From an optimization exercise on the open Yosys and OpenROAD flow, aimed at small area, a short achievable clock period and few clock cycles per item; shortcuts taken in it are not production practice.
Only simulation tests tie the RTL to the original design; equivalence was not proved.
Power is estimated from default activity; no workload was simulated.

## hdu_plane_dec
module hdu_plane_dec (
    input  wire        clk,
    input  wire        rst,           
    input  wire        tab_we,
    input  wire [4:0]  tab_addr,      
    input  wire [4:0]  tab_len,
    input  wire [15:0] tab_code,
    input  wire        start,
    input  wire [15:0] cfg_cols,
    input  wire [15:0] cfg_rows,
    input  wire [23:0] cfg_psize,     
    input  wire [15:0] cfg_seed,
    input  wire        in_valid,
    input  wire [7:0]  in_data,
    output wire        in_ready,
    output wire        out_valid,
    output wire [15:0] out_sample,
    input  wire        out_ready,
    output reg         done,
    output reg  [3:0]  err_cause,
    output reg  [2:0]  err_sub,
    output reg  [26:0] pos
);
Settings: LEC_CHECK=0, CAP_MARGIN=20, CORE_MARGIN=2, CORE_UTILIZATION=40, SETUP_SLACK_MARGIN=5, SLEW_MARGIN=20; clock period 11.0 ns.
standard.sh (not shown) runs the stock make flow with config.mk's settings and CLKGATE_MAP_FILE= SYNTH_SCRIPT=/design/flow/synth_recipe.tcl, a recipe that flattens the netlist after the stock synthesis.
==> flow/flow/run.sh <==
#!/bin/bash
# The standard layout (the standard.sh, unchanged synthesis, floorplan,
# placement, CTS and routing), with only the resizer's setup-repair margin
# raised so that repair_timing keeps improving paths below the clock period.
set -euo pipefail
MARGIN=6.5
grep -q 'SETUP_SLACK_MARGIN=' standard.sh
sed "s/SETUP_SLACK_MARGIN=[0-9.]*/SETUP_SLACK_MARGIN=${MARGIN}/" standard.sh > standard_margin.sh
bash standard_margin.sh > flow_make.log 2>&1
test -f out/final.def
Testbench counts at the start, summed over its fixed seeds: cycles 18,543, samples 16,047.
Edit:
==> flow/run.sh (new file) <==
#!/bin/bash
# synth_recipe.tcl (not shown) runs the flow's synth.tcl, then flattens the netlist and writes it again
# the make line also repeats each setting of config.mk as NAME=value (left out here)
make -C /OpenROAD-flow-scripts/flow DESIGN_CONFIG=/design/flow/config.mk WORK_HOME=/design/flow/orfs CLKGATE_MAP_FILE= SYNTH_SCRIPT=/design/flow/synth_recipe.tcl finish
--- a/flow/config.mk
+++ b/flow/config.mk
@@ -8,5 +8,6 @@
 export CAP_MARGIN = 20
 export CORE_MARGIN = 2
-export CORE_UTILIZATION = 40
+export CORE_UTILIZATION = 50
+export PLACE_DENSITY = 0.75
 export SETUP_SLACK_MARGIN = 5
 export SLEW_MARGIN = 20
removed: flow/flow/run.sh
removed: flow/standard.sh
Global-route usage increases by 7.1 points.
Final area decreases by 10%.
Hold slack gets better by 0.036 ns.
Clock-buffer cell count decreases by 3.
Wire length decreases by 7.2%.
Core utilization increases by 6.4 points.
Power decreases by 11%.
Edit:
--- a/flow/config.mk
+++ b/flow/config.mk
@@ -8,6 +8,6 @@
 export CAP_MARGIN = 20
 export CORE_MARGIN = 2
-export CORE_UTILIZATION = 50
-export PLACE_DENSITY = 0.75
+export CORE_UTILIZATION = 40
 export SETUP_SLACK_MARGIN = 5
 export SLEW_MARGIN = 20
+export TNS_END_PERCENT = 10
Effect:
- The changed run went through all stages and came out clean
- core utilization came out lower by 11 points
- clock power came out higher by 9.6%
- hold slack degrades by 0.037 ns
- wire length came out higher by 2.5%
- combinational power hardly moves
- flip-flop and latch count does not change
- cell area came out higher by 1.5%
- global-route usage came out lower by 9.2 points
- non-clock buffer count came out higher by 13
- register-to-register slack degrades by 0.14 ns
Edit:
==> flow/flow/run.sh (new file) <==
#!/bin/bash
# The standard layout (the standard.sh: unchanged synthesis, floorplan,
# placement, CTS and routing). Only the cell that buffers each input and
# output port is chosen explicitly: a plain buf_1 instead of the delay cell.
set -euo pipefail
bash standard.sh "BUFFER_PORTS_ARGS=-buffer_cell sky130_fd_sc_hd__buf_1" finish > flow_make.log 2>&1
test -f out/final.def
==> flow/standard.sh (new file) <==
#!/bin/bash
# synth_recipe.tcl (not shown) runs the flow's synth.tcl, then flattens the netlist and writes it again
# the make line also repeats each setting of config.mk as NAME=value (left out here)
make -C /OpenROAD-flow-scripts/flow DESIGN_CONFIG=/design/flow/config.mk WORK_HOME=/design/flow/orfs CLKGATE_MAP_FILE= SYNTH_SCRIPT=/design/flow/synth_recipe.tcl "${@:-finish}"
--- a/flow/config.mk
+++ b/flow/config.mk
@@ -11,3 +11,2 @@
 export SETUP_SLACK_MARGIN = 5
 export SLEW_MARGIN = 20
-export TNS_END_PERCENT = 10
removed: flow/run.sh
The new run finished clean; sequential power barely changes; design area goes down by 2.6%; wire length falls by 4.3%; first-iteration DRC count came out higher by 16%; final cell count fell by 0.49%; maximum frequency climbs by 1.2%; setup slack improved by 0.076 ns; power decreases by 2.4%.
Edit:
==> flow/run.sh (new file) <==
#!/bin/bash
# synth_recipe.tcl (not shown) runs the flow's synth.tcl, then flattens the netlist and writes it again
# the make line also repeats each setting of config.mk as NAME=value (left out here)
make -C /OpenROAD-flow-scripts/flow DESIGN_CONFIG=/design/flow/config.mk WORK_HOME=/design/flow/orfs CLKGATE_MAP_FILE= SYNTH_SCRIPT=/design/flow/synth_recipe.tcl finish
removed: flow/flow/run.sh
removed: flow/standard.sh
Result: Die area does not change; final area grows by 1.1%; worst setup slack is better by 0.090 ns; maximum frequency rose by 1.5%; hold slack hardly moves.

## static timing again, ports no longer ideal
The results above use ideal ports. As a check the final layouts listed here were re-extracted and re-timed, cells and wires unchanged.
Step 1 (the two cells are an assumption about what drives the block):
set clk [get_ports {clk}]
set_driving_cell -lib_cell sky130_fd_sc_hd__clkbuf_16 $clk
set_driving_cell -lib_cell sky130_fd_sc_hd__buf_2 [delete_from_list [all_inputs] $clk]
Step 2 adds t to the input delays and takes it off the output delays; t is the mean of the earliest and latest rising clock arrival at the registers after step 1. Input paths then give back, and output paths get back, about the clock's delay inside the block.
Three values: ideal ports, drivers, drivers and shift; two values: the first two.
run	t, ns	setup WS [ns]	hold WS [ns]	worst register clock-pin slew, ns	cell pins on the clock port's net
the first run	0.748	5.120 / 5.120 / 4.825	0.455 / 0.455 / 0.455	0.07 / 0.07	1
the second run	0.736	4.970 / 4.970 / 4.695	0.491 / 0.491 / 0.491	0.07 / 0.07	1
the third run	0.748	4.831 / 4.831 / 4.504	0.454 / 0.454 / 0.454	0.07 / 0.07	1
the fourth run	0.738	4.907 / 4.907 / 4.600	0.451 / 0.451 / 0.451	0.07 / 0.07	1
the fifth run	0.756	4.996 / 4.996 / 4.412	0.453 / 0.453 / 0.453	0.07 / 0.07	1
After both steps setup and hold are still met in every run listed. For the fifth run, which loses most, drivers alone change the setup slack by 0.000 ns; drivers and shift together by -0.584 ns.
